Context: an optimization exercise on an open-source flow, tuned for small area, a short achievable clock period and few clock cycles per item. The choices shown serve that exercise and are no tape-out recipe.
At most, simulation tests tie the RTL to the original design; equivalence was not proved.
Function not checked in run 2: the RTL went through the layout flow alone.

==> flow/design.v, too long to show whole: its modules and the start of the top module <==
// module hme_fsearch: 932 lines
module hme_fsearch (
    input  wire         clk,
    input  wire         rst,
    input  wire         start,
    input  wire [4:0]   grid_rows_m1,    
    input  wire [4:0]   grid_cols_m1,    
    output reg          busy,
    output reg          done,
    output wire         ref_req,
    output wire [8:0]   ref_y,
    output wire [8:0]   ref_x,
    input  wire [127:0] ref_row,
    output wire         tgt_req,
    output wire [8:0]   tgt_y,
    output wire [8:0]   tgt_x,
    input  wire [127:0] tgt_row,
    output reg          res_valid,
    output wire [4:0]   res_mb_row,
    output wire [4:0]   res_mb_col,
    output wire [4:0]   res_dy,
    output wire [4:0]   res_dx,
    output wire [15:0]  res_cost
);
  // ...
==> flow/flow/run.sh <==
#!/bin/bash
# The standard layout (the standard.sh, unchanged scripts) with three
# layout choices:
#  - the smallest buffer (buf_1) on the ports instead of the one
#    buffer_ports picks by default;
#  - timing repair aimed at a setup slack of 15.4 ns on the 22 ns clock, so
#    that the resizer sizes up the critical paths (the clock and the
#    constraints are the design's);
#  - clock tree: sinks clustered 30 to a buffer, no dummy loads.
# Each tool's output is in the ORFS logs under orfs/logs; make's own output
# is in standard.log.
set -euo pipefail
cd "$(dirname "$0")/.."
export BUFFER_PORTS_ARGS="-buffer_cell sky130_fd_sc_hd__buf_1"
export SETUP_SLACK_MARGIN=15.4
export CTS_ARGS="-sink_clustering_enable -repair_clock_nets -sink_clustering_size 30 -sink_clustering_max_diameter 80 -dont_use_dummy_load"
bash standard.sh > standard.log 2>&1
==> flow/standard.sh <==
#!/bin/bash
# synth_recipe.tcl (not shown) runs the flow's synth.tcl, then flattens the netlist and writes it again
# the make line also repeats each setting of config.mk as NAME=value (left out here)
make -C /OpenROAD-flow-scripts/flow DESIGN_CONFIG=/design/flow/config.mk WORK_HOME=/design/flow/orfs CLKGATE_MAP_FILE= SYNTH_SCRIPT=/design/flow/synth_recipe.tcl "${@:-finish}"
==> flow/config.mk <==
export PLATFORM = sky130hd
export DESIGN_NAME = hme_fsearch
export DESIGN_NICKNAME = hme_fsearch
export VERILOG_FILES = /design/flow/design.v
export SDC_FILE = /design/flow/constraint.sdc
export NUM_CORES = 4
export LEC_CHECK = 0
export CAP_MARGIN = 20
export CORE_MARGIN = 2
export CORE_UTILIZATION = 25
export PLACE_DENSITY = 0.5
export SLEW_MARGIN = 20
==> flow/constraint.sdc <==
create_clock -name core_clock -period 22.0 [get_ports {clk}]
set_input_delay 4.4000 -clock core_clock [delete_from_list [all_inputs] [get_ports {clk}]]
set_output_delay 4.4000 -clock core_clock [all_outputs]
set_load 0.01 [all_outputs]
==> key figures, run 1 <==
Layout
  – Most common cell after layout, fill and taps aside: inv_1
  – Multi-In Gates: 1612
  – Clock buffers: 24
  – Dominant class by area: multi-input gates
  – Seq/total area: 22.6%

Routing
  – Met1 wire length: 26800 µm

STA
  – Relative slew slack: 31.4%
  – RSZ-0062 raised after global routing: true

Clocking
  – H-tree depth: 1
  – Clk slew on worst S/H paths: 0.07 ns
  – Post-CTS sizing: 3
  – Setup Fix Bufs, Post-CTS: 0

Global routing
  – Grt met2 use: 25.2%
  – First-pass GRT wire length: 95900 µm

Setup path
  – CP startpoint: ref_row[88]
  – Crit Reg-Reg Startpoint: d_cs[39]

Synthesis
  – Compound-cell area share of the yosys netlist: 10.8%
  – Sequential area share after synthesis: 26.2%
  – Post-synth top cells: inv_1 (378), dfxtp_1 (270), ha_1 (252), xnor2_1 (200), nor2_1 (166)
  – Post-Syn Area: 0.0218 mm²
  – Synth top area share: 24.8%
  – Cells after synthesis: 2334

Worst hold path
  – Worst min-delay path class: flip-flop to flip-flop
  – Hold depth: 0

Status
  – Outcome: complete, no violations

Placed design
  – Setup WS pre-CTS: 14.75 ns
Testbench counts, summed over its fixed seeds: cycles 198,758, mbs 298.
==> inputs of run 2 (changes only) <==
--- a/flow/design.v
+++ b/flow/design.v
@@ -69,17 +69,17 @@
     wire signed [5:0] b_nx    = full_nx ? b_lo : (l_in ? e_l : e_r);
     reg               r_v, x_v, d_v;
     reg signed [5:0]  r_u;
     reg signed [4:0]  r_nx;
     reg signed [4:0]  x_dy, d_dy;
     reg signed [4:0]  x_dx, d_dx;
     reg        [3:0]  r_row, x_row, d_row;
     reg        [15:0] r_acc, x_acc, d_acc;
-    reg        [108-1:0] d_cs;
+    reg        [80-1:0] d_cs;
     wire [8:0] ty = {mb_r, 4'd0};
     wire [8:0] tx = {mb_c, 4'd0};
     assign ref_req = r_v;
     assign tgt_req = r_v;
     wire [4:0] mb_r_m1 = mb_r - 5'd1;
     wire [4:0] mb_r_p1 = mb_r + 5'd1;
     wire [4:0] mb_c_m1 = mb_c - 5'd1;
     assign ref_y   = {r_u[5] ? mb_r_m1 : (r_u[4] ? mb_r_p1 : mb_r), r_u[3:0]};
@@ -502,269 +502,269 @@
     wire ps38 = ad0[7] ^ ad1[7] ^ ad2[7];
     wire pc38 = (ad0[7] & ad1[7]) | (ad0[7] & ad2[7]) | (ad1[7] & ad2[7]);
     wire ps39 = ad3[7] ^ ad4[7] ^ ad5[7];
     wire pc39 = (ad3[7] & ad4[7]) | (ad3[7] & ad5[7]) | (ad4[7] & ad5[7]);
     wire ps40 = ad6[7] ^ ad7[7] ^ ad8[7];
     wire pc40 = (ad6[7] & ad7[7]) | (ad6[7] & ad8[7]) | (ad7[7] & ad8[7]);
     wire ps41 = ad9[7] ^ ad10[7];
     wire pc41 = ad9[7] & ad10[7];
-    wire [107:0] cs_in = {pc41, pc40, pc39, pc38, pc37, pc36, pc35, pc34, ps41, ps40, ps39, ps38, ad15[7], ad14[7], ad13[7], ad12[7], ad11[7], pc33, pc32, pc31, pc30, ps37, ps36, ps35, ps34, ad15[6], ad14[6], ad13[6], ad12[6], ad11[6], pc29, pc28, pc27, pc26, ps33, ps32, ps31, ps30, ad15[5], ad14[5], ad13[5], ad12[5], ad11[5], pc25, pc24, pc23, pc22, ps29, ps28, ps27, ps26, ad15[4], ad14[4], ad13[4], ad12[4], ad11[4], pc21, pc20, pc19, pc18, pc17, ps25, ps24, ps23, ps22, ad15[3], ad14[3], ad13[3], ad12[3], pc16, pc15, pc14, pc13, pc12, ps21, ps20, ps19, ps18, ps17, pc8, pc7, ad15[2], pc11, pc10, pc9, ps16, ps15, ps14, ps13, ps12, ps8, ps7, pc5, pc4, pc3, ps11, ps10, ps9, ps5, ps4, ps3, ps2, ps1, ps0, ps6, sg[15], ad15[0], sg[14]};
+    wire ps42 = sg[14] ^ ad15[0] ^ sg[15];
+    wire pc42 = (sg[14] & ad15[0]) | (sg[14] & sg[15]) | (ad15[0] & sg[15]);
+    wire ps43 = ps6 ^ ps0 ^ ps1;
+    wire pc43 = (ps6 & ps0) | (ps6 & ps1) | (ps0 & ps1);
+    wire ps44 = pc3 ^ pc4 ^ pc5;
+    wire pc44 = (pc3 & pc4) | (pc3 & pc5) | (pc4 & pc5);
+    wire ps45 = pc9 ^ pc10 ^ pc11;
+    wire pc45 = (pc9 & pc10) | (pc9 & pc11) | (pc10 & pc11);
+    wire ps46 = ps7 ^ ps8 ^ ps12;
+    wire pc46 = (ps7 & ps8) | (ps7 & ps12) | (ps8 & ps12);
+    wire ps47 = ad15[2] ^ pc7 ^ pc8;
+    wire pc47 = (ad15[2] & pc7) | (ad15[2] & pc8) | (pc7 & pc8);
+    wire ps48 = pc12 ^ pc13 ^ pc14;
+    wire pc48 = (pc12 & pc13) | (pc12 & pc14) | (pc13 & pc14);
+    wire ps49 = ps17 ^ ps18 ^ ps19;
+    wire pc49 = (ps17 & ps18) | (ps17 & ps19) | (ps18 & ps19);
+    wire ps50 = ps20 ^ ps21;
+    wire pc50 = ps20 & ps21;
+    wire ps51 = ad12[3] ^ ad13[3] ^ ad14[3];
+    wire pc51 = (ad12[3] & ad13[3]) | (ad12[3] & ad14[3]) | (ad13[3] & ad14[3]);
+    wire ps52 = ad15[3] ^ pc17 ^ pc18;
+    wire pc52 = (ad15[3] & pc17) | (ad15[3] & pc18) | (pc17 & pc18);
+    wire ps53 = pc19 ^ pc20 ^ pc21;
+    wire pc53 = (pc19 & pc20) | (pc19 & pc21) | (pc20 & pc21);
+    wire ps54 = ps22 ^ ps23 ^ ps24;
+    wire pc54 = (ps22 & ps23) | (ps22 & ps24) | (ps23 & ps24);
+    wire ps55 = ad11[4] ^ ad12[4] ^ ad13[4];
+    wire pc55 = (ad11[4] & ad12[4]) | (ad11[4] & ad13[4]) | (ad12[4] & ad13[4]);
+    wire ps56 = ad14[4] ^ ad15[4] ^ ps29;
+    wire pc56 = (ad14[4] & ad15[4]) | (ad14[4] & ps29) | (ad15[4] & ps29);
+    wire ps57 = pc22 ^ pc23 ^ pc24;
+    wire pc57 = (pc22 & pc23) | (pc22 & pc24) | (pc23 & pc24);
+    wire ps58 = pc25 ^ ps26 ^ ps27;
+    wire pc58 = (pc25 & ps26) | (pc25 & ps27) | (ps26 & ps27);
+    wire ps59 = ad11[5] ^ ad12[5] ^ ad13[5];
+    wire pc59 = (ad11[5] & ad12[5]) | (ad11[5] & ad13[5]) | (ad12[5] & ad13[5]);
+    wire ps60 = ad14[5] ^ ad15[5] ^ pc29;
+    wire pc60 = (ad14[5] & ad15[5]) | (ad14[5] & pc29) | (ad15[5] & pc29);
+    wire ps61 = ps33 ^ pc26 ^ pc27;
+    wire pc61 = (ps33 & pc26) | (ps33 & pc27) | (pc26 & pc27);
+    wire ps62 = pc28 ^ ps30 ^ ps31;
+    wire pc62 = (pc28 & ps30) | (pc28 & ps31) | (ps30 & ps31);
+    wire ps63 = ad11[6] ^ ad12[6] ^ ad13[6];
+    wire pc63 = (ad11[6] & ad12[6]) | (ad11[6] & ad13[6]) | (ad12[6] & ad13[6]);
+    wire ps64 = ad14[6] ^ ad15[6] ^ pc33;
+    wire pc64 = (ad14[6] & ad15[6]) | (ad14[6] & pc33) | (ad15[6] & pc33);
+    wire ps65 = ps37 ^ pc30 ^ pc31;
+    wire pc65 = (ps37 & pc30) | (ps37 & pc31) | (pc30 & pc31);
+    wire ps66 = pc32 ^ ps34 ^ ps35;
+    wire pc66 = (pc32 & ps34) | (pc32 & ps35) | (ps34 & ps35);
+    wire ps67 = ad11[7] ^ ad12[7] ^ ad13[7];
+    wire pc67 = (ad11[7] & ad12[7]) | (ad11[7] & ad13[7]) | (ad12[7] & ad13[7]);
+    wire ps68 = ad14[7] ^ ad15[7] ^ pc37;
+    wire pc68 = (ad14[7] & ad15[7]) | (ad14[7] & pc37) | (ad15[7] & pc37);
+    wire ps69 = ps41 ^ pc34 ^ pc35;
+    wire pc69 = (ps41 & pc34) | (ps41 & pc35) | (pc34 & pc35);
+    wire ps70 = pc36 ^ ps38 ^ ps39;
+    wire pc70 = (pc36 & ps38) | (pc36 & ps39) | (ps38 & ps39);
+    wire [79:0] cs_in = {pc70, pc69, pc68, pc67, pc40, pc39, pc38, pc41, pc66, pc65, pc64, pc63, ps70, ps69, ps68, ps67, ps40, pc62, pc61, pc60, pc59, ps66, ps65, ps64, ps63, ps36, pc58, pc57, pc56, pc55, ps62, ps61, ps60, ps59, ps32, pc54, pc53, pc52, pc51, ps58, ps57, ps56, ps55, ps28, pc50, pc49, pc48, pc47, ps54, ps53, ps52, ps51, ps25, pc46, pc45, pc44, ps50, ps49, ps48, ps47, pc15, pc16, pc43, pc42, ps46, ps45, ps44, ps15, ps16, ps14, ps13, ps43, ps42, ps11, ps10, ps9, ps5, ps4, ps3, ps2};
     reg        [15:0] best_cost;
     reg signed [4:0]  best_dy, best_dx;
     assign res_mb_row = mb_r;
     assign res_mb_col = mb_c;
     assign res_dy     = best_dy;
     assign res_dx     = best_dx;
     assign res_cost   = best_cost;
     wire ahead = (d_dy > best_dy) || ((d_dy == best_dy) && (d_dx > best_dx));
     wire qs0 = d_cs[0] ^ d_cs[1] ^ d_cs[2];
     wire qc0 = (d_cs[0] & d_cs[1]) | (d_cs[0] & d_cs[2]) | (d_cs[1] & d_cs[2]);
-    wire qs1 = d_cs[13] ^ d_cs[14] ^ d_cs[15];
-    wire qc1 = (d_cs[13] & d_cs[14]) | (d_cs[13] & d_cs[15]) | (d_cs[14] & d_cs[15]);
-    wire qs2 = d_cs[16] ^ d_cs[17];
-    wire qc2 = d_cs[16] & d_cs[17];
-    wire qs3 = d_cs[26] ^ d_cs[27] ^ d_cs[28];
-    wire qc3 = (d_cs[26] & d_cs[27]) | (d_cs[26] & d_cs[28]) | (d_cs[27] & d_cs[28]);
-    wire qs4 = d_cs[29] ^ d_cs[30] ^ d_cs[31];
-    wire qc4 = (d_cs[29] & d_cs[30]) | (d_cs[29] & d_cs[31]) | (d_cs[30] & d_cs[31]);
-    wire qs5 = d_cs[39] ^ d_cs[40] ^ d_cs[41];
-    wire qc5 = (d_cs[39] & d_cs[40]) | (d_cs[39] & d_cs[41]) | (d_cs[40] & d_cs[41]);
-    wire qs6 = d_cs[42] ^ d_cs[43] ^ d_cs[44];
-    wire qc6 = (d_cs[42] & d_cs[43]) | (d_cs[42] & d_cs[44]) | (d_cs[43] & d_cs[44]);
-    wire qs7 = d_cs[52] ^ d_cs[53] ^ d_cs[54];
-    wire qc7 = (d_cs[52] & d_cs[53]) | (d_cs[52] & d_cs[54]) | (d_cs[53] & d_cs[54]);
-    wire qs8 = d_cs[55] ^ d_cs[56] ^ d_cs[57];
-    wire qc8 = (d_cs[55] & d_cs[56]) | (d_cs[55] & d_cs[57]) | (d_cs[56] & d_cs[57]);
-    wire qs9 = d_cs[65] ^ d_cs[66] ^ d_cs[67];
-    wire qc9 = (d_cs[65] & d_cs[66]) | (d_cs[65] & d_cs[67]) | (d_cs[66] & d_cs[67]);
-    wire qs10 = d_cs[68] ^ d_cs[69] ^ d_cs[70];
-    wire qc10 = (d_cs[68] & d_cs[69]) | (d_cs[68] & d_cs[70]) | (d_cs[69] & d_cs[70]);
-    wire qs11 = d_cs[78] ^ d_cs[79] ^ d_cs[80];
-    wire qc11 = (d_cs[78] & d_cs[79]) | (d_cs[78] & d_cs[80]) | (d_cs[79] & d_cs[80]);
-    wire qs12 = d_cs[81] ^ d_cs[82] ^ d_cs[83];
-    wire qc12 = (d_cs[81] & d_cs[82]) | (d_cs[81] & d_cs[83]) | (d_cs[82] & d_cs[83]);
-    wire qs13 = d_cs[91] ^ d_cs[92] ^ d_cs[93];
-    wire qc13 = (d_cs[91] & d_cs[92]) | (d_cs[91] & d_cs[93]) | (d_cs[92] & d_cs[93]);
-    wire qs14 = d_cs[94] ^ d_cs[95] ^ d_cs[96];
-    wire qc14 = (d_cs[94] & d_cs[95]) | (d_cs[94] & d_cs[96]) | (d_cs[95] & d_cs[96]);
-    wire qs15 = d_cs[3] ^ d_cs[4] ^ d_cs[5];
-    wire qc15 = (d_cs[3] & d_cs[4]) | (d_cs[3] & d_cs[5]) | (d_cs[4] & d_cs[5]);
-    wire qs16 = d_cs[6] ^ d_cs[7] ^ d_cs[8];
-    wire qc16 = (d_cs[6] & d_cs[7]) | (d_cs[6] & d_cs[8]) | (d_cs[7] & d_cs[8]);
-    wire qs17 = d_cs[18] ^ d_cs[19] ^ d_cs[20];
-    wire qc17 = (d_cs[18] & d_cs[19]) | (d_cs[18] & d_cs[20]) | (d_cs[19] & d_cs[20]);
-    wire qs18 = d_cs[21] ^ d_cs[22] ^ d_cs[23];
-    wire qc18 = (d_cs[21] & d_cs[22]) | (d_cs[21] & d_cs[23]) | (d_cs[22] & d_cs[23]);
-    wire qs19 = d_cs[24] ^ d_cs[25] ^ d_acc[1];
-    wire qc19 = (d_cs[24] & d_cs[25]) | (d_cs[24] & d_acc[1]) | (d_cs[25] & d_acc[1]);
-    wire qs20 = d_cs[32] ^ d_cs[33] ^ d_cs[34];
-    wire qc20 = (d_cs[32] & d_cs[33]) | (d_cs[32] & d_cs[34]) | (d_cs[33] & d_cs[34]);
-    wire qs21 = d_cs[35] ^ d_cs[36] ^ d_cs[37];
-    wire qc21 = (d_cs[35] & d_cs[36]) | (d_cs[35] & d_cs[37]) | (d_cs[36] & d_cs[37]);
-    wire qs22 = d_cs[38] ^ d_acc[2] ^ ~best_cost[2];
-    wire qc22 = (d_cs[38] & d_acc[2]) | (d_cs[38] & ~best_cost[2]) | (d_acc[2] & ~best_cost[2]);
-    wire qs23 = qc2 ^ qc1;
-    wire qc23 = qc2 & qc1;
-    wire qs24 = d_cs[45] ^ d_cs[46] ^ d_cs[47];
-    wire qc24 = (d_cs[45] & d_cs[46]) | (d_cs[45] & d_cs[47]) | (d_cs[46] & d_cs[47]);
-    wire qs25 = d_cs[48] ^ d_cs[49] ^ d_cs[50];
-    wire qc25 = (d_cs[48] & d_cs[49]) | (d_cs[48] & d_cs[50]) | (d_cs[49] & d_cs[50]);
-    wire qs26 = d_cs[51] ^ d_acc[3] ^ ~best_cost[3];
-    wire qc26 = (d_cs[51] & d_acc[3]) | (d_cs[51] & ~best_cost[3]) | (d_acc[3] & ~best_cost[3]);
-    wire qs27 = qc3 ^ qc4 ^ qs5;
-    wire qc27 = (qc3 & qc4) | (qc3 & qs5) | (qc4 & qs5);
-    wire qs28 = d_cs[58] ^ d_cs[59] ^ d_cs[60];
-    wire qc28 = (d_cs[58] & d_cs[59]) | (d_cs[58] & d_cs[60]) | (d_cs[59] & d_cs[60]);
-    wire qs29 = d_cs[61] ^ d_cs[62] ^ d_cs[63];
-    wire qc29 = (d_cs[61] & d_cs[62]) | (d_cs[61] & d_cs[63]) | (d_cs[62] & d_cs[63]);
-    wire qs30 = d_cs[64] ^ d_acc[4] ^ ~best_cost[4];
-    wire qc30 = (d_cs[64] & d_acc[4]) | (d_cs[64] & ~best_cost[4]) | (d_acc[4] & ~best_cost[4]);
-    wire qs31 = qc5 ^ qc6 ^ qs7;
-    wire qc31 = (qc5 & qc6) | (qc5 & qs7) | (qc6 & qs7);
-    wire qs32 = d_cs[71] ^ d_cs[72] ^ d_cs[73];
-    wire qc32 = (d_cs[71] & d_cs[72]) | (d_cs[71] & d_cs[73]) | (d_cs[72] & d_cs[73]);
-    wire qs33 = d_cs[74] ^ d_cs[75] ^ d_cs[76];
-    wire qc33 = (d_cs[74] & d_cs[75]) | (d_cs[74] & d_cs[76]) | (d_cs[75] & d_cs[76]);
-    wire qs34 = d_cs[77] ^ d_acc[5] ^ ~best_cost[5];
-    wire qc34 = (d_cs[77] & d_acc[5]) | (d_cs[77] & ~best_cost[5]) | (d_acc[5] & ~best_cost[5]);
-    wire qs35 = qc7 ^ qc8 ^ qs9;
-    wire qc35 = (qc7 & qc8) | (qc7 & qs9) | (qc8 & qs9);
-    wire qs36 = d_cs[84] ^ d_cs[85] ^ d_cs[86];
-    wire qc36 = (d_cs[84] & d_cs[85]) | (d_cs[84] & d_cs[86]) | (d_cs[85] & d_cs[86]);
-    wire qs37 = d_cs[87] ^ d_cs[88] ^ d_cs[89];
-    wire qc37 = (d_cs[87] & d_cs[88]) | (d_cs[87] & d_cs[89]) | (d_cs[88] & d_cs[89]);
-    wire qs38 = d_cs[90] ^ d_acc[6] ^ ~best_cost[6];
-    wire qc38 = (d_cs[90] & d_acc[6]) | (d_cs[90] & ~best_cost[6]) | (d_acc[6] & ~best_cost[6]);
-    wire qs39 = qc9 ^ qc10 ^ qs11;
-    wire qc39 = (qc9 & qc10) | (qc9 & qs11) | (qc10 & qs11);
-    wire qs40 = d_cs[97] ^ d_cs[98] ^ d_cs[99];
-    wire qc40 = (d_cs[97] & d_cs[98]) | (d_cs[97] & d_cs[99]) | (d_cs[98] & d_cs[99]);
-    wire qs41 = d_cs[100] ^ d_cs[101] ^ d_cs[102];
-    wire qc41 = (d_cs[100] & d_cs[101]) | (d_cs[100] & d_cs[102]) | (d_cs[101] & d_cs[102]);
-    wire qs42 = d_cs[103] ^ d_acc[7] ^ ~best_cost[7];
-    wire qc42 = (d_cs[103] & d_acc[7]) | (d_cs[103] & ~best_cost[7]) | (d_acc[7] & ~best_cost[7]);
-    wire qs43 = qc11 ^ qc12 ^ qs13;
-    wire qc43 = (qc11 & qc12) | (qc11 & qs13) | (qc12 & qs13);
-    wire qs44 = d_cs[104] ^ d_cs[105] ^ d_cs[106];
-    wire qc44 = (d_cs[104] & d_cs[105]) | (d_cs[104] & d_cs[106]) | (d_cs[105] & d_cs[106]);
-    wire qs45 = d_cs[107] ^ d_acc[8];
-    wire qc45 = d_cs[107] & d_acc[8];
-    wire qs46 = d_cs[9] ^ d_cs[10] ^ d_cs[11];
-    wire qc46 = (d_cs[9] & d_cs[10]) | (d_cs[9] & d_cs[11]) | (d_cs[10] & d_cs[11]);
-    wire qs47 = d_cs[12] ^ d_acc[0];
-    wire qc47 = d_cs[12] & d_acc[0];
-    wire qs48 = ~best_cost[1] ^ qs2 ^ qc0;
-    wire qc48 = (~best_cost[1] & qs2) | (~best_cost[1] & qc0) | (qs2 & qc0);
-    wire qs49 = qc15 ^ qc16 ^ qs1;
-    wire qc49 = (qc15 & qc16) | (qc15 & qs1) | (qc16 & qs1);
-    wire qs50 = qs17 ^ qs18;
-    wire qc50 = qs17 & qs18;
-    wire qs51 = qc17 ^ qc18 ^ qc19;
-    wire qc51 = (qc17 & qc18) | (qc17 & qc19) | (qc18 & qc19);
-    wire qs52 = qs3 ^ qs4 ^ qs20;
-    wire qc52 = (qs3 & qs4) | (qs3 & qs20) | (qs4 & qs20);
-    wire qs53 = qs21 ^ qs22 ^ qs23;
-    wire qc53 = (qs21 & qs22) | (qs21 & qs23) | (qs22 & qs23);
-    wire qs54 = qc20 ^ qc21 ^ qc22;
-    wire qc54 = (qc20 & qc21) | (qc20 & qc22) | (qc21 & qc22);
-    wire qs55 = qs6 ^ qs24 ^ qs25;
-    wire qc55 = (qs6 & qs24) | (qs6 & qs25) | (qs24 & qs25);
-    wire qs56 = qs26 ^ qc23 ^ qs27;
-    wire qc56 = (qs26 & qc23) | (qs26 & qs27) | (qc23 & qs27);
-    wire qs57 = qc24 ^ qc25 ^ qc26;
-    wire qc57 = (qc24 & qc25) | (qc24 & qc26) | (qc25 & qc26);
-    wire qs58 = qs8 ^ qs28 ^ qs29;
-    wire qc58 = (qs8 & qs28) | (qs8 & qs29) | (qs28 & qs29);
-    wire qs59 = qs30 ^ qc27 ^ qs31;
-    wire qc59 = (qs30 & qc27) | (qs30 & qs31) | (qc27 & qs31);
-    wire qs60 = qc28 ^ qc29 ^ qc30;
-    wire qc60 = (qc28 & qc29) | (qc28 & qc30) | (qc29 & qc30);
-    wire qs61 = qs10 ^ qs32 ^ qs33;
-    wire qc61 = (qs10 & qs32) | (qs10 & qs33) | (qs32 & qs33);
-    wire qs62 = qs34 ^ qc31 ^ qs35;
-    wire qc62 = (qs34 & qc31) | (qs34 & qs35) | (qc31 & qs35);
-    wire qs63 = qc32 ^ qc33 ^ qc34;
-    wire qc63 = (qc32 & qc33) | (qc32 & qc34) | (qc33 & qc34);
-    wire qs64 = qs12 ^ qs36 ^ qs37;
-    wire qc64 = (qs12 & qs36) | (qs12 & qs37) | (qs36 & qs37);
-    wire qs65 = qs38 ^ qc35 ^ qs39;
-    wire qc65 = (qs38 & qc35) | (qs38 & qs39) | (qc35 & qs39);
-    wire qs66 = qc36 ^ qc37 ^ qc38;
-    wire qc66 = (qc36 & qc37) | (qc36 & qc38) | (qc37 & qc38);
-    wire qs67 = qs14 ^ qs40 ^ qs41;
-    wire qc67 = (qs14 & qs40) | (qs14 & qs41) | (qs40 & qs41);
-    wire qs68 = qs42 ^ qc39 ^ qs43;
-    wire qc68 = (qs42 & qc39) | (qs42 & qs43) | (qc39 & qs43);
-    wire qs69 = ~best_cost[8] ^ qs45 ^ qc13;
-    wire qc69 = (~best_cost[8] & qs45) | (~best_cost[8] & qc13) | (qs45 & qc13);
-    wire qs70 = qc14 ^ qc40 ^ qc41;
-    wire qc70 = (qc14 & qc40) | (qc14 & qc41) | (qc40 & qc41);
-    wire qs71 = qc42 ^ qs44 ^ qc43;
-    wire qc71 = (qc42 & qs44) | (qc42 & qc43) | (qs44 & qc43);
-    wire qs72 = d_acc[9] ^ ~best_cost[9];
-    wire qc72 = d_acc[9] & ~best_cost[9];
-    wire qs73 = ~best_cost[0] ^ qs47 ^ qs0;
-    wire qc73 = (~best_cost[0] & qs47) | (~best_cost[0] & qs0) | (qs47 & qs0);
-    wire qs74 = qc47 ^ qc46 ^ qs19;
-    wire qc74 = (qc47 & qc46) | (qc47 & qs19) | (qc46 & qs19);
-    wire qs75 = qs50 ^ qs48;
-    wire qc75 = qs50 & qs48;
-    wire qs76 = qc50 ^ qc48 ^ qs51;
-    wire qc76 = (qc50 & qc48) | (qc50 & qs51) | (qc48 & qs51);
-    wire qs77 = qc49 ^ qs52 ^ qs53;
-    wire qc77 = (qc49 & qs52) | (qc49 & qs53) | (qs52 & qs53);
-    wire qs78 = qc51 ^ qs54 ^ qc52;
-    wire qc78 = (qc51 & qs54) | (qc51 & qc52) | (qs54 & qc52);
-    wire qs79 = qs55 ^ qc53 ^ qs56;
-    wire qc79 = (qs55 & qc53) | (qs55 & qs56) | (qc53 & qs56);
-    wire qs80 = qc54 ^ qs57 ^ qc55;
-    wire qc80 = (qc54 & qs57) | (qc54 & qc55) | (qs57 & qc55);
-    wire qs81 = qs58 ^ qc56 ^ qs59;
-    wire qc81 = (qs58 & qc56) | (qs58 & qs59) | (qc56 & qs59);
-    wire qs82 = qc57 ^ qs60 ^ qc58;
-    wire qc82 = (qc57 & qs60) | (qc57 & qc58) | (qs60 & qc58);
-    wire qs83 = qs61 ^ qc59 ^ qs62;
-    wire qc83 = (qs61 & qc59) | (qs61 & qs62) | (qc59 & qs62);
-    wire qs84 = qc60 ^ qs63 ^ qc61;
-    wire qc84 = (qc60 & qs63) | (qc60 & qc61) | (qs63 & qc61);
-    wire qs85 = qs64 ^ qc62 ^ qs65;
-    wire qc85 = (qs64 & qc62) | (qs64 & qs65) | (qc62 & qs65);
-    wire qs86 = qc63 ^ qs66 ^ qc64;
-    wire qc86 = (qc63 & qs66) | (qc63 & qc64) | (qs66 & qc64);
-    wire qs87 = qs67 ^ qc65 ^ qs68;
-    wire qc87 = (qs67 & qc65) | (qs67 & qs68) | (qc65 & qs68);
-    wire qs88 = qc66 ^ qs69 ^ qs70;
-    wire qc88 = (qc66 & qs69) | (qc66 & qs70) | (qs69 & qs70);
-    wire qs89 = qc67 ^ qs71 ^ qc68;
-    wire qc89 = (qc67 & qs71) | (qc67 & qc68) | (qs71 & qc68);
-    wire qs90 = qc45 ^ qs72 ^ qc44;
-    wire qc90 = (qc45 & qs72) | (qc45 & qc44) | (qs72 & qc44);
-    wire qs91 = qc69 ^ qc70 ^ qc71;
-    wire qc91 = (qc69 & qc70) | (qc69 & qc71) | (qc70 & qc71);
-    wire qs92 = d_acc[10] ^ ~best_cost[10];
-    wire qc92 = d_acc[10] & ~best_cost[10];
-    wire qs93 = qs15 ^ qs16;
-    wire qc93 = qs15 & qs16;
-    wire qs94 = qc73 ^ qs49 ^ qs74;
-    wire qc94 = (qc73 & qs49) | (qc73 & qs74) | (qs49 & qs74);
-    wire qs95 = qc74 ^ qc75 ^ qs76;
-    wire qc95 = (qc74 & qc75) | (qc74 & qs76) | (qc75 & qs76);
-    wire qs96 = qc76 ^ qs78 ^ qc77;
-    wire qc96 = (qc76 & qs78) | (qc76 & qc77) | (qs78 & qc77);
-    wire qs97 = qc78 ^ qs80 ^ qc79;
-    wire qc97 = (qc78 & qs80) | (qc78 & qc79) | (qs80 & qc79);
-    wire qs98 = qc80 ^ qs82 ^ qc81;
-    wire qc98 = (qc80 & qs82) | (qc80 & qc81) | (qs82 & qc81);
-    wire qs99 = qc82 ^ qs84 ^ qc83;
-    wire qc99 = (qc82 & qs84) | (qc82 & qc83) | (qs84 & qc83);
-    wire qs100 = qc84 ^ qs86 ^ qc85;
-    wire qc100 = (qc84 & qs86) | (qc84 & qc85) | (qs86 & qc85);
-    wire qs101 = qc86 ^ qs88 ^ qs89;
-    wire qc101 = (qc86 & qs88) | (qc86 & qs89) | (qs88 & qs89);
-    wire qs102 = qs90 ^ qc88 ^ qs91;
-    wire qc102 = (qs90 & qc88) | (qs90 & qs91) | (qc88 & qs91);
-    wire qs103 = qc72 ^ qs92 ^ qc90;
-    wire qc103 = (qc72 & qs92) | (qc72 & qc90) | (qs92 & qc90);
-    wire qs104 = d_acc[11] ^ ~best_cost[11];
-    wire qc104 = d_acc[11] & ~best_cost[11];
-    wire qs105 = qs46 ^ qs93;
-    wire qc105 = qs46 & qs93;
-    wire qs106 = qc93 ^ qs75 ^ qs94;
-    wire qc106 = (qc93 & qs75) | (qc93 & qs94) | (qs75 & qs94);
-    wire qs107 = qc94 ^ qs77 ^ qs95;
-    wire qc107 = (qc94 & qs77) | (qc94 & qs95) | (qs77 & qs95);
-    wire qs108 = qc95 ^ qs79 ^ qs96;
-    wire qc108 = (qc95 & qs79) | (qc95 & qs96) | (qs79 & qs96);
-    wire qs109 = qs81 ^ qc96 ^ qs97;
-    wire qc109 = (qs81 & qc96) | (qs81 & qs97) | (qc96 & qs97);
-    wire qs110 = qs83 ^ qc97 ^ qs98;
-    wire qc110 = (qs83 & qc97) | (qs83 & qs98) | (qc97 & qs98);
-    wire qs111 = qs85 ^ qc98 ^ qs99;
-    wire qc111 = (qs85 & qc98) | (qs85 & qs99) | (qc98 & qs99);
-    wire qs112 = qs87 ^ qc99 ^ qs100;
-    wire qc112 = (qs87 & qc99) | (qs87 & qs100) | (qc99 & qs100);
-    wire qs113 = qc87 ^ qc100 ^ qs101;
-    wire qc113 = (qc87 & qc100) | (qc87 & qs101) | (qc100 & qs101);
-    wire qs114 = qc89 ^ qs102 ^ qc101;
-    wire qc114 = (qc89 & qs102) | (qc89 & qc101) | (qs102 & qc101);
-    wire qs115 = qs103 ^ qc91 ^ qc102;
-    wire qc115 = (qs103 & qc91) | (qs103 & qc102) | (qc91 & qc102);
-    wire qs116 = qc92 ^ qs104 ^ qc103;
-    wire qc116 = (qc92 & qs104) | (qc92 & qc103) | (qs104 & qc103);
-    wire qs117 = d_acc[12] ^ ~best_cost[12] ^ qc104;
-    wire qc117 = (d_acc[12] & ~best_cost[12]) | (d_acc[12] & qc104) | (~best_cost[12] & qc104);
-    wire qs118 = d_acc[13] ^ ~best_cost[13];
-    wire qc118 = d_acc[13] & ~best_cost[13];
-    wire qs119 = d_acc[14] ^ ~best_cost[14];
-    wire qc119 = d_acc[14] & ~best_cost[14];
-    wire qs120 = d_acc[15] ^ ~best_cost[15];
-    wire qc120 = d_acc[15] & ~best_cost[15];
-    wire [16:0] lt_a = {qc120, qs120, qs119, qs118, qs117, qs116, qs115, qs114, qs113, qs112, qs111, qs110, qs109, qs108, qs107, qs106, qs73};
-    wire [16:0] lt_b = {1'b0, qc119, qc118, qc117, qc116, qc115, qc114, qc113, qc112, qc111, qc110, qc109, qc108, qc107, qc106, qc105, qs105};
+    wire qs1 = d_cs[9] ^ d_cs[10] ^ d_cs[11];
+    wire qc1 = (d_cs[9] & d_cs[10]) | (d_cs[9] & d_cs[11]) | (d_cs[10] & d_cs[11]);
+    wire qs2 = d_cs[12] ^ d_cs[13];
+    wire qc2 = d_cs[12] & d_cs[13];
+    wire qs3 = d_cs[18] ^ d_cs[19] ^ d_cs[20];
+    wire qc3 = (d_cs[18] & d_cs[19]) | (d_cs[18] & d_cs[20]) | (d_cs[19] & d_cs[20]);
+    wire qs4 = d_cs[21] ^ d_cs[22] ^ d_cs[23];
+    wire qc4 = (d_cs[21] & d_cs[22]) | (d_cs[21] & d_cs[23]) | (d_cs[22] & d_cs[23]);
+    wire qs5 = d_cs[27] ^ d_cs[28] ^ d_cs[29];
+    wire qc5 = (d_cs[27] & d_cs[28]) | (d_cs[27] & d_cs[29]) | (d_cs[28] & d_cs[29]);
+    wire qs6 = d_cs[30] ^ d_cs[31] ^ d_cs[32];
+    wire qc6 = (d_cs[30] & d_cs[31]) | (d_cs[30] & d_cs[32]) | (d_cs[31] & d_cs[32]);
+    wire qs7 = d_cs[36] ^ d_cs[37] ^ d_cs[38];
+    wire qc7 = (d_cs[36] & d_cs[37]) | (d_cs[36] & d_cs[38]) | (d_cs[37] & d_cs[38]);
+    wire qs8 = d_cs[39] ^ d_cs[40] ^ d_cs[41];
+    wire qc8 = (d_cs[39] & d_cs[40]) | (d_cs[39] & d_cs[41]) | (d_cs[40] & d_cs[41]);
+    wire qs9 = d_cs[45] ^ d_cs[46] ^ d_cs[47];
+    wire qc9 = (d_cs[45] & d_cs[46]) | (d_cs[45] & d_cs[47]) | (d_cs[46] & d_cs[47]);
+    wire qs10 = d_cs[48] ^ d_cs[49] ^ d_cs[50];
+    wire qc10 = (d_cs[48] & d_cs[49]) | (d_cs[48] & d_cs[50]) | (d_cs[49] & d_cs[50]);
+    wire qs11 = d_cs[54] ^ d_cs[55] ^ d_cs[56];
+    wire qc11 = (d_cs[54] & d_cs[55]) | (d_cs[54] & d_cs[56]) | (d_cs[55] & d_cs[56]);
+    wire qs12 = d_cs[57] ^ d_cs[58] ^ d_cs[59];
+    wire qc12 = (d_cs[57] & d_cs[58]) | (d_cs[57] & d_cs[59]) | (d_cs[58] & d_cs[59]);
+    wire qs13 = d_cs[63] ^ d_cs[64] ^ d_cs[65];
+    wire qc13 = (d_cs[63] & d_cs[64]) | (d_cs[63] & d_cs[65]) | (d_cs[64] & d_cs[65]);
+    wire qs14 = d_cs[66] ^ d_cs[67] ^ d_cs[68];
+    wire qc14 = (d_cs[66] & d_cs[67]) | (d_cs[66] & d_cs[68]) | (d_cs[67] & d_cs[68]);
+    wire qs15 = d_cs[72] ^ d_cs[73] ^ d_cs[74];
+    wire qc15 = (d_cs[72] & d_cs[73]) | (d_cs[72] & d_cs[74]) | (d_cs[73] & d_cs[74]);
+    wire qs16 = d_cs[75] ^ d_cs[76];
+    wire qc16 = d_cs[75] & d_cs[76];
+    wire qs17 = d_cs[3] ^ d_cs[4] ^ d_cs[5];
+    wire qc17 = (d_cs[3] & d_cs[4]) | (d_cs[3] & d_cs[5]) | (d_cs[4] & d_cs[5]);
+    wire qs18 = d_cs[6] ^ d_cs[7];
+    wire qc18 = d_cs[6] & d_cs[7];
+    wire qs19 = d_cs[14] ^ d_cs[15] ^ d_cs[16];
+    wire qc19 = (d_cs[14] & d_cs[15]) | (d_cs[14] & d_cs[16]) | (d_cs[15] & d_cs[16]);
+    wire qs20 = d_cs[17] ^ d_acc[1] ^ ~best_cost[1];
+    wire qc20 = (d_cs[17] & d_acc[1]) | (d_cs[17] & ~best_cost[1]) | (d_acc[1] & ~best_cost[1]);
+    wire qs21 = qs2 ^ qc0;
+    wire qc21 = qs2 & qc0;
+    wire qs22 = d_cs[24] ^ d_cs[25] ^ d_cs[26];
+    wire qc22 = (d_cs[24] & d_cs[25]) | (d_cs[24] & d_cs[26]) | (d_cs[25] & d_cs[26]);
+    wire qs23 = d_acc[2] ^ ~best_cost[2] ^ qc2;
+    wire qc23 = (d_acc[2] & ~best_cost[2]) | (d_acc[2] & qc2) | (~best_cost[2] & qc2);
+    wire qs24 = qc1 ^ qs3 ^ qs4;
+    wire qc24 = (qc1 & qs3) | (qc1 & qs4) | (qs3 & qs4);
+    wire qs25 = d_cs[33] ^ d_cs[34] ^ d_cs[35];
+    wire qc25 = (d_cs[33] & d_cs[34]) | (d_cs[33] & d_cs[35]) | (d_cs[34] & d_cs[35]);
+    wire qs26 = d_acc[3] ^ ~best_cost[3] ^ qc3;
+    wire qc26 = (d_acc[3] & ~best_cost[3]) | (d_acc[3] & qc3) | (~best_cost[3] & qc3);
+    wire qs27 = qc4 ^ qs5 ^ qs6;
+    wire qc27 = (qc4 & qs5) | (qc4 & qs6) | (qs5 & qs6);
+    wire qs28 = d_cs[42] ^ d_cs[43] ^ d_cs[44];
+    wire qc28 = (d_cs[42] & d_cs[43]) | (d_cs[42] & d_cs[44]) | (d_cs[43] & d_cs[44]);
+    wire qs29 = d_acc[4] ^ ~best_cost[4] ^ qc5;
+    wire qc29 = (d_acc[4] & ~best_cost[4]) | (d_acc[4] & qc5) | (~best_cost[4] & qc5);
+    wire qs30 = qc6 ^ qs7 ^ qs8;
+    wire qc30 = (qc6 & qs7) | (qc6 & qs8) | (qs7 & qs8);
+    wire qs31 = d_cs[51] ^ d_cs[52] ^ d_cs[53];
+    wire qc31 = (d_cs[51] & d_cs[52]) | (d_cs[51] & d_cs[53]) | (d_cs[52] & d_cs[53]);
+    wire qs32 = d_acc[5] ^ ~best_cost[5] ^ qc7;
+    wire qc32 = (d_acc[5] & ~best_cost[5]) | (d_acc[5] & qc7) | (~best_cost[5] & qc7);
+    wire qs33 = qc8 ^ qs9 ^ qs10;
+    wire qc33 = (qc8 & qs9) | (qc8 & qs10) | (qs9 & qs10);
+    wire qs34 = d_cs[60] ^ d_cs[61] ^ d_cs[62];
+    wire qc34 = (d_cs[60] & d_cs[61]) | (d_cs[60] & d_cs[62]) | (d_cs[61] & d_cs[62]);
+    wire qs35 = d_acc[6] ^ ~best_cost[6] ^ qc9;
+    wire qc35 = (d_acc[6] & ~best_cost[6]) | (d_acc[6] & qc9) | (~best_cost[6] & qc9);
+    wire qs36 = qc10 ^ qs11 ^ qs12;
+    wire qc36 = (qc10 & qs11) | (qc10 & qs12) | (qs11 & qs12);
+    wire qs37 = d_cs[69] ^ d_cs[70] ^ d_cs[71];
+    wire qc37 = (d_cs[69] & d_cs[70]) | (d_cs[69] & d_cs[71]) | (d_cs[70] & d_cs[71]);
+    wire qs38 = d_acc[7] ^ ~best_cost[7] ^ qc11;
+    wire qc38 = (d_acc[7] & ~best_cost[7]) | (d_acc[7] & qc11) | (~best_cost[7] & qc11);
+    wire qs39 = qc12 ^ qs13 ^ qs14;
+    wire qc39 = (qc12 & qs13) | (qc12 & qs14) | (qs13 & qs14);
+    wire qs40 = d_cs[77] ^ d_cs[78] ^ d_cs[79];
+    wire qc40 = (d_cs[77] & d_cs[78]) | (d_cs[77] & d_cs[79]) | (d_cs[78] & d_cs[79]);
+    wire qs41 = d_acc[8] ^ ~best_cost[8] ^ qs16;
+    wire qc41 = (d_acc[8] & ~best_cost[8]) | (d_acc[8] & qs16) | (~best_cost[8] & qs16);
+    wire qs42 = qc13 ^ qc14 ^ qs15;
+    wire qc42 = (qc13 & qc14) | (qc13 & qs15) | (qc14 & qs15);
+    wire qs43 = d_acc[9] ^ ~best_cost[9];
+    wire qc43 = d_acc[9] & ~best_cost[9];
+    wire qs44 = d_cs[8] ^ d_acc[0] ^ ~best_cost[0];
+    wire qc44 = (d_cs[8] & d_acc[0]) | (d_cs[8] & ~best_cost[0]) | (d_acc[0] & ~best_cost[0]);
+    wire qs45 = qc18 ^ qc17 ^ qs1;
+    wire qc45 = (qc18 & qc17) | (qc18 & qs1) | (qc17 & qs1);
+    wire qs46 = qs19 ^ qs20;
+    wire qc46 = qs19 & qs20;
+    wire qs47 = qc19 ^ qc20 ^ qs22;
+    wire qc47 = (qc19 & qc20) | (qc19 & qs22) | (qc20 & qs22);
+    wire qs48 = qc21 ^ qs23 ^ qs24;
+    wire qc48 = (qc21 & qs23) | (qc21 & qs24) | (qs23 & qs24);
+    wire qs49 = qc22 ^ qs25 ^ qc23;
+    wire qc49 = (qc22 & qs25) | (qc22 & qc23) | (qs25 & qc23);
+    wire qs50 = qs26 ^ qc24 ^ qs27;
+    wire qc50 = (qs26 & qc24) | (qs26 & qs27) | (qc24 & qs27);
+    wire qs51 = qc25 ^ qs28 ^ qc26;
+    wire qc51 = (qc25 & qs28) | (qc25 & qc26) | (qs28 & qc26);
+    wire qs52 = qs29 ^ qc27 ^ qs30;
+    wire qc52 = (qs29 & qc27) | (qs29 & qs30) | (qc27 & qs30);
+    wire qs53 = qc28 ^ qs31 ^ qc29;
+    wire qc53 = (qc28 & qs31) | (qc28 & qc29) | (qs31 & qc29);
+    wire qs54 = qs32 ^ qc30 ^ qs33;
+    wire qc54 = (qs32 & qc30) | (qs32 & qs33) | (qc30 & qs33);
+    wire qs55 = qc31 ^ qs34 ^ qc32;
+    wire qc55 = (qc31 & qs34) | (qc31 & qc32) | (qs34 & qc32);
+    wire qs56 = qs35 ^ qc33 ^ qs36;
+    wire qc56 = (qs35 & qc33) | (qs35 & qs36) | (qc33 & qs36);
+    wire qs57 = qc34 ^ qs37 ^ qc35;
+    wire qc57 = (qc34 & qs37) | (qc34 & qc35) | (qs37 & qc35);
+    wire qs58 = qs38 ^ qc36 ^ qs39;
+    wire qc58 = (qs38 & qc36) | (qs38 & qs39) | (qc36 & qs39);
+    wire qs59 = qc37 ^ qs40 ^ qs41;
+    wire qc59 = (qc37 & qs40) | (qc37 & qs41) | (qs40 & qs41);
+    wire qs60 = qc38 ^ qc39 ^ qs42;
+    wire qc60 = (qc38 & qc39) | (qc38 & qs42) | (qc39 & qs42);
+    wire qs61 = qc16 ^ qs43 ^ qc15;
+    wire qc61 = (qc16 & qs43) | (qc16 & qc15) | (qs43 & qc15);
+    wire qs62 = qc40 ^ qc41 ^ qc42;
+    wire qc62 = (qc40 & qc41) | (qc40 & qc42) | (qc41 & qc42);
+    wire qs63 = d_acc[10] ^ ~best_cost[10];
+    wire qc63 = d_acc[10] & ~best_cost[10];
+    wire qs64 = qs18 ^ qs0;
+    wire qc64 = qs18 & qs0;
+    wire qs65 = qc44 ^ qs21 ^ qs46;
+    wire qc65 = (qc44 & qs21) | (qc44 & qs46) | (qs21 & qs46);
+    wire qs66 = qc46 ^ qc45 ^ qs47;
+    wire qc66 = (qc46 & qc45) | (qc46 & qs47) | (qc45 & qs47);
+    wire qs67 = qc47 ^ qs49 ^ qc48;
+    wire qc67 = (qc47 & qs49) | (qc47 & qc48) | (qs49 & qc48);
+    wire qs68 = qc49 ^ qs51 ^ qc50;
+    wire qc68 = (qc49 & qs51) | (qc49 & qc50) | (qs51 & qc50);
+    wire qs69 = qc51 ^ qs53 ^ qc52;
+    wire qc69 = (qc51 & qs53) | (qc51 & qc52) | (qs53 & qc52);
+    wire qs70 = qc53 ^ qs55 ^ qc54;
+    wire qc70 = (qc53 & qs55) | (qc53 & qc54) | (qs55 & qc54);
+    wire qs71 = qc55 ^ qs57 ^ qc56;
+    wire qc71 = (qc55 & qs57) | (qc55 & qc56) | (qs57 & qc56);
+    wire qs72 = qc57 ^ qs59 ^ qc58;
+    wire qc72 = (qc57 & qs59) | (qc57 & qc58) | (qs59 & qc58);
+    wire qs73 = qs61 ^ qc59 ^ qs62;
+    wire qc73 = (qs61 & qc59) | (qs61 & qs62) | (qc59 & qs62);
+    wire qs74 = qc43 ^ qs63 ^ qc61;
+    wire qc74 = (qc43 & qs63) | (qc43 & qc61) | (qs63 & qc61);
+    wire qs75 = d_acc[11] ^ ~best_cost[11];
+    wire qc75 = d_acc[11] & ~best_cost[11];
+    wire qs76 = qs17 ^ qs44;
+    wire qc76 = qs17 & qs44;
+    wire qs77 = qc64 ^ qs45 ^ qs65;
+    wire qc77 = (qc64 & qs45) | (qc64 & qs65) | (qs45 & qs65);
+    wire qs78 = qc65 ^ qs48 ^ qs66;
+    wire qc78 = (qc65 & qs48) | (qc65 & qs66) | (qs48 & qs66);
+    wire qs79 = qc66 ^ qs50 ^ qs67;
+    wire qc79 = (qc66 & qs50) | (qc66 & qs67) | (qs50 & qs67);
+    wire qs80 = qs52 ^ qc67 ^ qs68;
+    wire qc80 = (qs52 & qc67) | (qs52 & qs68) | (qc67 & qs68);
+    wire qs81 = qs54 ^ qc68 ^ qs69;
+    wire qc81 = (qs54 & qc68) | (qs54 & qs69) | (qc68 & qs69);
+    wire qs82 = qs56 ^ qc69 ^ qs70;
+    wire qc82 = (qs56 & qc69) | (qs56 & qs70) | (qc69 & qs70);
+    wire qs83 = qs58 ^ qc70 ^ qs71;
+    wire qc83 = (qs58 & qc70) | (qs58 & qs71) | (qc70 & qs71);
+    wire qs84 = qs60 ^ qc71 ^ qs72;
+    wire qc84 = (qs60 & qc71) | (qs60 & qs72) | (qc71 & qs72);
+    wire qs85 = qc60 ^ qc72 ^ qs73;
+    wire qc85 = (qc60 & qc72) | (qc60 & qs73) | (qc72 & qs73);
+    wire qs86 = qc62 ^ qs74 ^ qc73;
+    wire qc86 = (qc62 & qs74) | (qc62 & qc73) | (qs74 & qc73);
+    wire qs87 = qc63 ^ qs75 ^ qc74;
+    wire qc87 = (qc63 & qs75) | (qc63 & qc74) | (qs75 & qc74);
+    wire qs88 = d_acc[12] ^ ~best_cost[12] ^ qc75;
+    wire qc88 = (d_acc[12] & ~best_cost[12]) | (d_acc[12] & qc75) | (~best_cost[12] & qc75);
+    wire qs89 = d_acc[13] ^ ~best_cost[13];
+    wire qc89 = d_acc[13] & ~best_cost[13];
+    wire qs90 = d_acc[14] ^ ~best_cost[14];
+    wire qc90 = d_acc[14] & ~best_cost[14];
+    wire qs91 = d_acc[15] ^ ~best_cost[15];
+    wire qc91 = d_acc[15] & ~best_cost[15];
+    wire [16:0] lt_a = {qc91, qs91, qs90, qs89, qs88, qs87, qs86, qs85, qs84, qs83, qs82, qs81, qs80, qs79, qs78, qs77, qs64};
+    wire [16:0] lt_b = {1'b0, qc90, qc89, qc88, qc87, qc86, qc85, qc84, qc83, qc82, qc81, qc80, qc79, qc78, qc77, qc76, qs76};
     wire [16:0] lose_t = lt_a + lt_b + {16'd0, !ahead};
     wire as0 = lt_a[0] ^ lt_b[0] ^ best_cost[0];
     wire ac0 = (lt_a[0] & lt_b[0]) | (lt_a[0] & best_cost[0]) | (lt_b[0] & best_cost[0]);
     wire as1 = lt_a[1] ^ lt_b[1] ^ best_cost[1];
     wire ac1 = (lt_a[1] & lt_b[1]) | (lt_a[1] & best_cost[1]) | (lt_b[1] & best_cost[1]);
     wire as2 = lt_a[2] ^ lt_b[2] ^ best_cost[2];
     wire ac2 = (lt_a[2] & lt_b[2]) | (lt_a[2] & best_cost[2]) | (lt_b[2] & best_cost[2]);
     wire as3 = lt_a[3] ^ lt_b[3] ^ best_cost[3];
==> run 2 against run 1 <==
Effect of this change: still clean; final cell count rose by 0.76%; global-route usage barely moved; routed wire length fell by 2.1%; critical endpoint is now d_cs[31].
==> key figures, run 2 <==
Global routing
  – Via count of the first global-routing pass: 16600
  – Antenna violations before repair: 2
  – First-pass GRT wire length: 93500 µm (-2.5%)
  – Largest net degree at the start of global routing: 42
  – Total Routing Usage GR: 13.9%
  – Grt ovf: 0

STA
  – Final max-slew violation count: 0
  – Final number of setup-violating endpoints: 0
  – Period utilization: 30.5%
  – Clock Skews: 0.0581 ns
  – Relative slew slack: 35.6% (+4.2 points)
  – Final Hold Fails: 0
  – Minimum clock period: 6.72 ns
  – Final setup TNS: 0 ns
  – Hold Slack: 0.310 ns
  – RSZ-0062 raised after global routing: true
  – F_max: 0.149 GHz
  – Slew @ Worst Pin: 0.962 ns

Placed design
  – PortBufs: 341
  – Routability cong.: 0.853
  – Post-DP HPWL: 51600 µm

Synthesis
  – Count leader, synth: inv_1
  – Cells after synthesis: 2304 (-1.3%)
  – Synth cell types: 81
  – Asr flop ratio synth: 0%
  – FF+latch count, synth: 252
  – Post-Syn Area: 0.0212 mm² (-2.6%)
  – Synth top area share: 22.8% (-2.0 points)
  – Main area contributors after synthesis: dfxtp_1 (23%), ha_1 (15%), fa_1 (14%)
  – Post-synth EDFFs: 10
  – Main flop type after synthesis: dfxtp_1
  – Yosys Warn Count: 1
  – Post-Syn Area per Cell: 9.21 µm²
  – Largest area contributor in the netlist: dfxtp_1
  – Sequential area share after synthesis: 24.3% (-2.0 points)
  – Post-synth top cells: inv_1 (394), ha_1 (252), dfxtp_1 (242), xnor2_1 (206), nor2_1 (157)

Clocking
  – H-tree depth: 1 (unchanged)
  – Clk slew on worst S/H paths: 0.08 ns (about the same)
  – Clock latency (worst-skew pair): 0.57 ns
  – TritonCTS clock tree: yes
  – CTS Buf Count: 23
  – Clock Sink Count: 252
  – Clk root buf: clkbuf_16
  – Max Root-Sink Buffers: 3

Setup path
  – Reg2Reg Depth: 19
  – Worst setup SP type: primary input
  – CP Depth: 16
  – CP startpoint: tgt_row[25]
  – Arr. time, crit path: 7.21 ns
  – Kind of end point of the critical path: flip-flop
  – Worst path max stage delay: 0.54 ns
  – Crit path capture: d_cs[31]
  – Buf+Inv Stages, Crit Path: 4
  – Required @ worst endpoint: 22.49 ns
  – Cell mode on critical path: a21oi_2
  – Critical-path top delay cell: fa_2
  – Critical path type: primary input to flip-flop
  – Crit-path max FO: 7
  – Crit Reg-Reg Startpoint: g_ph
  – Crit path cell chain: buf_1, inv_1, ha_2, o21bai_4, a21oi_2, o21bai_1, a21oi_2, a21oi_2, nor2_2, o21bai_4, a21oi_4, buf_12, xnor2_4, fa_2, inv_1, fa_2
  – Largest delay share family, worst path: adder cells
  – FF-to-FF End: g_b[1]
  – Reg2reg setup slack: 15.81 ns

Routing
  – Antenna Nets Post-Route: 0
  – Wire per inst: 16.0 µm
  – Met1 wire length: 25000 µm (-6.7%)
  – Met2 Wirelength: 31800 µm
  – Vias per cell: 4.22
  – Met3 Wirelength: 3020 µm
  – Routed wire length: 61200 µm
  – Top sig layer: met5
  – Routed vias: 16200
  – Starting DRT DRC Count: 543
  – DRT Pass-1 Iters: 4
  – Detailed-route DRC error count: 0

Die
  – Core area: 0.0838 mm²
  – Initial Util: 25.3%
  – I/O pin total: 346
  – Full die area: 0.0872 mm²
  – Chip height: 295 µm
  – Rows: 106
  – Die X: 295 µm

Layout
  – NumNets Final: 3378
  – Reg with most FFs: d_cs
  – Commonest non-fill, non-tap cells in the layout: inv_1 (364), buf_1 (326), dfxtp_1 (240), ha_1 (220), xnor2_1 (164)
  – Max FFs per register: 80
  – Synth-to-Final Area Change: 25.4%
  – Most common cell after layout, fill and taps aside: inv_1
  – Layout cell share with drive strength beyond 1: 15.5%

Worst hold path
  – Worst min-delay path class: flip-flop to flip-flop

Status
  – Outcome: complete, no violations

Job
  – Max Cap Viol: 0
run 2: per-layer routing:
layer / GRT usage, % / vias to the layer above
met1: 16.3 / 7604
met3: 2.61 / 59
met4: 2.86 / 2
met2: 26.2 / 306
li1: - / 8217
met5: 0 / -
run 2: metrics by stage:
step                      cell area (µm²)  cells  setup slack, ns  utilization [%]
after global placement              24600   3727            14.34             29.3
after global routing                26600   3836            15.15             31.7
after CTS                           26000   3808            15.34             31.0
after floorplan                     22200   2307            14.88                -
after detailed placement            24600   3727            14.30             29.3
final                               26600   3837            15.28             31.7
run 2: repair_timing:
item	in CTS	in global routing
hold endpoints to repair	0	0
pin swaps	71	77
endpoints found under the setup margin	45	66
buffers inserted	58	28
gates resized for setup	71	101
hold buffers	0	0
gates cloned	0	0
run 2: final cells by class:
class	instances	area, µm²
Fill cell	8985	57200
Multi-Input combinational cell	1599	15800
Sequential cell	252	5150
Timing Repair Buffer	432	2120
Inverter	396	1550
Tap cell	1134	1420
Clock buffer	23	576
Antenna cell	1	2.50
run 2: kinds of logic (layout without fill, tap and decap cells):
family / after synthesis / after routing / share of synthesized area, %
buf+inv: 456 / 851 / 8.53
compound gates: 352 / 352 / 10.9
simple gates: 465 / 465 / 10.9
other cells: 1 / 5 / 0.0177
xor+xnor: 330 / 330 / 14.1
fa+ha+maj: 405 / 405 / 29.3
flops: 252 / 252 / 24.3
mux: 43 / 43 / 2.08
run 2: worst min path at each step:
stage,startpoint,end,cells after the start
2_1_floorplan,x_acc[0],d_acc[0],0
5_1_grt,x_acc[10],d_acc[10],0
4_1_cts,x_acc[10],d_acc[10],0
3_3_place_gp,x_acc[10],d_acc[10],0
3_5_place_dp,r_acc[13],x_acc[13],0
6_report,x_acc[10],d_acc[10],0

-- static timing again, ports no longer ideal --
The results above use ideal ports. As a check the final layouts listed here were re-extracted and re-timed, cells and wires unchanged.
Step 1, drivers: a clkbuf_16 drives clk and a buf_2 each remaining input, both assumed.
Step 2 times the ports against the registers' clock, not the clock port: input delays grow and output delays shrink by t, the midpoint of the rising clock arrivals with the driver on.
Three values: ideal, step 1, step 2; two values: the first two.
| run | shift t [ns] | setup slack, ns | slew at the worst register clock pin (ns) | cell pins on the clock port's net |
|---|---|---|---|---|
| run 1 | 0.595 | 15.581 / 15.554 / 15.016 | 0.09 / 0.09 | 1 |
| run 2 | 0.597 | 15.280 / 15.318 / 14.721 | 0.09 / 0.09 | 1 |
After both steps every run listed still meets setup and hold. The setup slack of run 1, which loses most, moves by -0.027 ns with the drivers and by -0.565 ns with both steps.
